This is an optimization exercise on Yosys and OpenROAD, whose aim is small area, a short achievable clock period and few clock cycles, not a production implementation. At most, simulation tests tie the RTL to the original design; equivalence was not proved. Power figures rest on the tool's default switching activity, not on a simulated workload.

==> v19 <==
// rlec_chan_enc
module rlec_chan_enc (
    input  wire        clk,
    input  wire        rst_n,
    input  wire        in_valid,
    output wire        in_ready,
    input  wire [31:0] in_data,
    input  wire        in_last,
    output reg         out_valid,
    input  wire        out_ready,
    output reg  [31:0] out_data,
    output reg  [1:0]  out_kind,
    output reg         out_last
);
export LEC_CHECK = 0
export CAP_MARGIN = 20
export CORE_MARGIN = 2
export CORE_UTILIZATION = 70
export SLEW_MARGIN = 20
create_clock -name core_clock -period 10.0 [get_ports {clk}]
standard.sh (not shown) runs the stock make flow with config.mk's settings and CLKGATE_MAP_FILE= SYNTH_SCRIPT=/design/flow/synth_recipe.tcl, a recipe that flattens the netlist after the stock synthesis.
==> flow/flow/run.sh <==
#!/bin/bash
# The standard layout, with ORFS's timing repair aimed at 6.8 ns of setup
# slack instead of 0 (the clock period and constraints are unchanged).
set -euo pipefail
bash standard.sh synth > synth.log 2>&1
SETUP_SLACK_MARGIN=6.8 bash standard.sh > layout.log 2>&1
==> v5 (differences from v19) <==
--- a/flow/design.v
+++ b/flow/design.v
@@ -8,15 +8,15 @@
     output reg         out_valid,
     input  wire        out_ready,
     output reg  [31:0] out_data,
     output reg  [1:0]  out_kind,
     output reg         out_last
 );
     localparam NS = 15;                     
-    localparam [1:0] O_IDLE = 2'd0, O_TAB = 2'd2, O_RUN = 2'd3;
+    localparam [1:0] O_IDLE = 2'd0, O_DC = 2'd1, O_TAB = 2'd2, O_RUN = 2'd3;
     function [31:0] norm;
         input [31:0] v;
         norm = (v == 32'h80000000) ? 32'h0 : v;
     endfunction
     function [1:0] cmp31;
         input [30:0] a, b;
         reg [31:0] d, v;
@@ -80,83 +80,83 @@
         end
     endfunction
     reg [31:0]   val   [0:NS-1];    
     reg [NS-1:0] valid_l;           
     reg [NS-1:0] valid_o;           
     reg [3:0]    cnt   [0:NS-1];    
     reg [3:0]    rank_l[0:NS-1];    
+    reg [3:0]    nd_l;              
     reg [4:0]    occ;               
-    reg [31:0]   dc_l;
+    reg [31:0]   dc_l, dc_o;
     reg [3:0]    run_sl [0:NS-1];   
     reg [3:0]    run_so [0:NS-1];   
     reg [NS-1:0] rconv;             
-    reg [13:0]   sh;                
+    reg [14:1]   rst_l;             
     reg [3:0]    lpos;              
+    reg [14:0]   lposh;             
     reg [3:0]    ridx;              
     reg [3:0]    prevs;             
     reg          ir;
     reg          bfirst;            
     reg          vR, fR, lR;
     reg  [31:0]  xR;
     wire         in_fire = in_valid & ir;
     assign in_ready = ir;
     reg          l_has;             
     reg          l_done;            
     reg  [1:0]   ophase;
     wire         o_idle = (ophase == O_IDLE);
-    reg          cv, cac, clast, cfa, afa;
+    reg          cv, cac, clast, cfa, afa, calloc;
     reg [NS-1:0] ceq, cns, clt;
     reg          chit;
     wire [NS-1:0] ch   = chit ? ceq : cns;
     wire [NS-1:0] dupm = chit ? cns : {NS{1'b0}};
-    wire          calloc = cac & ~chit;                  
-    wire [3:0]    cp     = {cpart[3:1], cpart[0] | ~chit};   
-    reg [3:0]    cpart;             
+    reg [3:0]    cp;                
     reg          dv, dac, dlast;
     reg [NS-1:0] dh, dinc;
     reg [4:0]    dps, dpc;          
     wire l_ready = l_done | (dv & dlast);
-    wire can_load = ~out_valid | out_ready;
-    wire l_none   = ~|valid_l;       
-    wire hand    = l_has & l_ready & o_idle & can_load;
+    wire hand    = l_has & l_ready & o_idle;
     wire cA      = vR & (~fR | ~l_has | hand);
     wire acA     = vR & ~fR;                  
     reg [NS-1:0] eq, lt, freev, ns;
     reg          hit;
     integer j;
     always @(*) begin
         for (j = 0; j < NS; j = j + 1) begin
             {lt[j], eq[j]} = kcmp(val[j], xR);
             eq[j] = eq[j] & valid_l[j] & ~dupm[j];
             freev[j] = ~valid_l[j] & ~valid_o[j];
         end
         hit = |eq;
-        for (j = 0; j < NS; j = j + 1)         
-            ns[j] = freev[j] & ~|(freev & ((15'd1 << j) - 15'd1));
+        ns = freev & ~(freev - 1'b1);         
     end
-    wire [NS-1:0] cwr = (cv & cac) ? ch : {NS{1'b0}};
     reg  [3:0]    cnt_a;
     always @(*) begin
         cnt_a = 4'd0;
         for (j = 0; j < NS; j = j + 1)
-            if (eq[j]) cnt_a = cnt_a | (cwr[j] ? cp + 4'd1 : cnt[j] + 4'd1);
+            if (eq[j]) cnt_a = cnt_a | (cnt[j] + 4'd1);
+        if (~hit) cnt_a = 4'd1;
     end
+    wire          alloc = acA & ~hit;
     reg [NS-1:0] inc_c, ahead_c;
     always @(*) begin
         for (j = 0; j < NS; j = j + 1) begin
             inc_c[j]   = valid_l[j] & ~cns[j] & ~ceq[j] &
                          (((cnt[j] == cp) & ~clt[j]) | ((cnt[j] == cp - 4'd1) & clt[j]));
             ahead_c[j] = valid_l[j] & ~cns[j] & ~ceq[j] &
                          ((cnt[j] > cp) | ((cnt[j] == cp) & clt[j]));
         end
     end
     wire [3:0] cslot = enc15(ch);
     wire       same  = (cslot == prevs);
+    wire       rnew  = cfa | ~same;           
     wire [3:0] ridx_n = cfa ? 4'd0 : ridx + {3'd0, ~same};
     wire [3:0] lpos_n = cfa ? 4'd0 : lpos + 4'd1;
+    wire [14:0] lposh_n = cfa ? 15'd1 : {lposh[13:0], 1'b0};
     wire [3:0] pc = pop15(dps, dpc);
     reg  [4:0] ps_c, pcy_c;
     always @(*) begin
         for (j = 0; j < 5; j = j + 1)
             {pcy_c[j], ps_c[j]} = fa(ahead_c[3*j], ahead_c[3*j+1], ahead_c[3*j+2]);
     end
     reg  [3:0] rank_n [0:NS-1];
@@ -165,68 +165,67 @@
             rank_n[j] = rank_l[j];
             if (dv & dac) begin
                 if (dh[j])        rank_n[j] = pc;
                 else if (dinc[j]) rank_n[j] = rank_l[j] + 4'd1;
             end
         end
     end
-    reg [3:0]    k;
-    reg [3:0]    cur;                          
-    reg [13:0]   rm;                           
+    reg [3:0]    nd_o, k, nac_o, rpos;
+    reg [14:1]   rm;                           
+    reg          len1_o;
+    wire         can_load = ~out_valid | out_ready;
     reg [NS-1:0] sel;
     reg [31:0]   tabv;
     wire [3:0]   code = run_so[0];
     wire [3:0]   tslot = enc15(sel);
     reg [3:0]    nxt;
     always @(*) begin
         tabv = 32'd0;
         for (j = 0; j < NS; j = j + 1) begin
             sel[j] = valid_o[j] & (rank_l[j] == k);
             if (sel[j]) tabv = tabv | val[j];
         end
-        nxt = 4'd0;
-        for (j = 0; j < 14; j = j + 1)
+        nxt = nac_o;
+        for (j = 14; j >= 1; j = j - 1)
             if (rm[j]) nxt = j[3:0];
     end
-    reg  [13:0] rm_hi;                         
-    always @(*)
-        for (j = 0; j < 14; j = j + 1)
-            rm_hi[j] = rm[j] & ~|(rm >> (j + 1));
+    wire [14:1] rm_low = rm & ~(rm - 1'b1);
+    wire [3:0]  rlen   = nxt - rpos;
     wire        rlast  = ~|rm;
-    wire [3:0]  rlen   = rlast ? cur + 4'd1 : cur - nxt;
     wire        o_load = ~hand & can_load & ~o_idle;
-    wire        oload = hand | o_load;
+    wire        oload = (hand | o_load) & can_load;
     reg  [34:0] onext;
     always @(*) begin
         if (hand)
-            onext = {2'd0, l_none, dc_l};
+            onext = {2'd0, nd_l == 4'd0, dc_l};
         else case (ophase)
+            O_DC:    onext = {2'd0, len1_o, dc_o};
             O_TAB:   onext = {2'd1, 1'b0, tabv};
             default: onext = {2'd2, rlast, 12'd0, code, 12'd0, rlen};
         endcase
     end
     wire       vR_n     = in_fire | (vR & ~cA);
     wire       fR_n     = in_fire ? bfirst : fR;
     wire       bfirst_n = in_fire ? in_last : bfirst;
     wire       l_has_n  = (l_has & ~hand) | (cA & fR);
     wire       l_done_n = (l_done | (dv & dlast)) & ~hand;
     wire       l_rdy_n  = l_done_n | (cv & clast);
     wire       o_idle_n = o_idle & ~hand;
-    wire       hand_n   = l_has_n & l_rdy_n & o_idle_n & can_load;
+    wire       hand_n   = l_has_n & l_rdy_n & o_idle_n;
     wire       commit_n = ~fR_n | ~l_has_n | hand_n;
     wire [4:0] occ_b    = occ + {4'd0, cv & calloc} + {4'd0, acA} + {4'd0, vR_n & ~fR_n};
     wire       ir_n     = (~vR_n | commit_n) & (bfirst_n | (occ_b <= 5'd14));
     wire [4:0] ofree    = (ophase == O_TAB && o_load) ? 5'd1 : 5'd0;
     always @(posedge clk) begin
         if (!rst_n) begin
-            ir <= 1'b1; bfirst <= 1'b1; vR <= 1'b0;
+            ir <= 1'b0; bfirst <= 1'b1; vR <= 1'b0;
             l_has <= 1'b0; l_done <= 1'b0;
             cv <= 1'b0; dv <= 1'b0;
             valid_l <= {NS{1'b0}}; valid_o <= {NS{1'b0}};
-            occ <= 5'd0;
+            nd_l <= 4'd0; occ <= 5'd0;
             ophase <= O_IDLE;
             out_valid <= 1'b0;
             {out_kind, out_last, out_data} <= 35'd0;
             xR <= 32'd0;
         end else begin
             {out_kind, out_last, out_data} <= {out_kind, out_last, out_data} ^
                 ({35{oload}} & (onext ^ {out_kind, out_last, out_data}));
@@ -236,90 +235,106 @@
             vR <= vR_n;
             l_has  <= l_has_n;
             l_done <= l_done_n;
             cv <= cA;
             dv <= cv;
             if (hand) begin
                 valid_l <= {NS{1'b0}};
+                nd_l <= 4'd0;
             end else begin
                 valid_l <= (valid_l | (acA ? ns : {NS{1'b0}})) & ~dupm;
+                if (cv & calloc) nd_l <= nd_l + 4'd1;
             end
             occ <= occ + {4'd0, cv & calloc} - ofree;
             if (out_valid & out_ready) out_valid <= 1'b0;
             if (hand) begin
                 valid_o <= valid_l;
-                out_valid <= 1'b1;
-                ophase    <= l_none ? O_IDLE : O_TAB;
+                if (can_load) begin
+                    out_valid <= 1'b1;
+                    ophase    <= (nd_l == 4'd0) ? O_IDLE : O_TAB;
+                end else begin
+                    ophase    <= O_DC;
+                end
             end else if (o_load) begin
                 out_valid <= 1'b1;
                 case (ophase)
+                    O_DC:  ophase <= len1_o ? O_IDLE : O_TAB;
                     O_TAB: begin
                         valid_o <= valid_o & ~sel;
-                        if (~|(valid_o & ~sel)) ophase <= O_RUN;    
+                        if (k + 4'd1 == nd_o) ophase <= O_RUN;
                     end
                     default: if (rlast) ophase <= O_IDLE;
                 endcase
             end
         end
     end
     integer q;
     always @(posedge clk) begin
         if (in_fire) begin
             fR <= bfirst;
             lR <= in_last;
         end
         if (cA & fR) dc_l <= xR;
         for (j = 0; j < NS; j = j + 1) begin
-            if (acA & ns[j]) val[j] <= xR;
-            if (cwr[j]) cnt[j] <= cp;
+            if (acA & ns[j]) begin
+                val[j] <= xR;
+                cnt[j] <= 4'd1;
+            end
+            if (acA & eq[j]) cnt[j] <= cnt[j] + 4'd1;
         end
         if (cA) afa <= fR;             
         cac    <= acA;
+        calloc <= alloc;
         clast  <= lR;
         cfa    <= afa;
         ceq    <= eq;
         cns    <= ns;
         chit   <= acA & hit;
-        cpart  <= cnt_a;
+        cp     <= cnt_a;
         clt    <= lt;
         dac    <= cac;
         dlast  <= clast;
         dh     <= ch;
         dinc   <= inc_c;
         dps    <= ps_c;
         dpc    <= pcy_c;
         if (cv & cac) begin
             prevs <= cslot;
             ridx  <= ridx_n;
             lpos  <= lpos_n;
-            run_sl[cfa ? 4'd0 : ridx + 4'd1] <= cslot;
-            sh    <= cfa ? 14'd0 : {sh[12:0], ~same};
+            lposh <= lposh_n;
+            if (rnew) run_sl[ridx_n] <= cslot;
+            rst_l <= cfa ? 14'd0 : rst_l | (lposh_n[14:1] & {14{~same}});
         end
         for (j = 0; j < NS; j = j + 1) rank_l[j] <= rank_n[j];
         if (hand) begin
             for (j = 0; j < NS; j = j + 1) begin
                 run_so[j] <= run_sl[j];
             end
-            rm     <= sh;
-            cur    <= lpos;
+            nd_o   <= nd_l;
+            nac_o  <= lpos + 4'd1;
+            rm     <= rst_l;
+            rpos   <= 4'd0;
+            len1_o <= (nd_l == 4'd0);
+            dc_o   <= dc_l;
             k      <= 4'd0;
             rconv  <= {NS{1'b0}};
         end else if (o_load) begin
             case (ophase)
                 O_TAB: begin
                     k        <= k + 4'd1;
                     for (j = 0; j < NS; j = j + 1)
                         if (~rconv[j] & (run_so[j] == tslot)) begin
                             run_so[j] <= k;
                             rconv[j]  <= 1'b1;
                         end
                 end
                 O_RUN: begin
                     for (q = 0; q < NS - 1; q = q + 1) run_so[q] <= run_so[q+1];
-                    rm   <= rm & ~rm_hi;
-                    cur  <= nxt;
+                    rm   <= rm & ~rm_low;
+                    rpos <= nxt;
                 end
                 default: ;
             endcase
         end
     end
 endmodule
==> flow/flow/run.sh (replaced) <==
#!/bin/bash
# The standard layout, with ORFS's timing repair aimed at 7.0 ns of setup
# slack instead of 0 (the clock period and constraints are unchanged).
set -euo pipefail
bash standard.sh synth > synth.log 2>&1
SETUP_SLACK_MARGIN=7.0 bash standard.sh > layout.log 2>&1
CORE_UTILIZATION = 60   (was 70)
==> qor.txt <==
Die Y-Extent: 313 µm
Multi-input logic area: 27300 µm²
Post-Syn Instances: 5036
Outcome: timing/DRC/antenna clean
P_leak: 24.5 nW
Share of the yosys chip area belonging to registers: 52.9%
Fmax achieved: 306 MHz
Nets: 5456
the above is filed under v5

==> qor.txt <==
Nets: 5240
Die Y-Extent: 284 µm
Combinational power share: 6.0%
P_leak: 22.2 nW
Outcome: timing/DRC/antenna clean
Comb group: 571 µW
Library cell with the largest summed area after synthesis: edfxtp_1
Fmax achieved: 299 MHz
Post-Syn Instances: 4892
Multi-input logic area: 26400 µm²
the above is filed under v19

Testbench counts of v5, summed over its fixed seeds: cycles 10,409.
No functional check of the RTL was part of v19.

## what the ideal ports hide
Ports are ideal in the flow. The routed layouts listed here were re-timed in OpenROAD.
Step 1: set_driving_cell puts a clkbuf_16 on clk and a buf_2 on each other input, an assumption about the parent block.
Step 2 moves the port delays by t, midway between the first and last clock arrival at a register: inputs arrive t later, outputs are due t later. That takes back most of the time a late clock gives input paths.
Slacks: ideal ports / drivers / drivers and shift; pairs: ideal ports / drivers.
run	shift t [ns]	slack for setup (ns)	hold WS [ns]	cell pins on the clock port's net
v19	0.752	6.652 / 6.652 / 6.029	0.344 / 0.344 / 0.344	1
v5	0.793	6.730 / 6.678 / 6.217	0.348 / 0.348 / 0.348	1
After both steps setup and hold are still met in every run listed. The setup slack of v19, which loses most, moves by 0.000 ns with the drivers and by -0.623 ns with both steps.
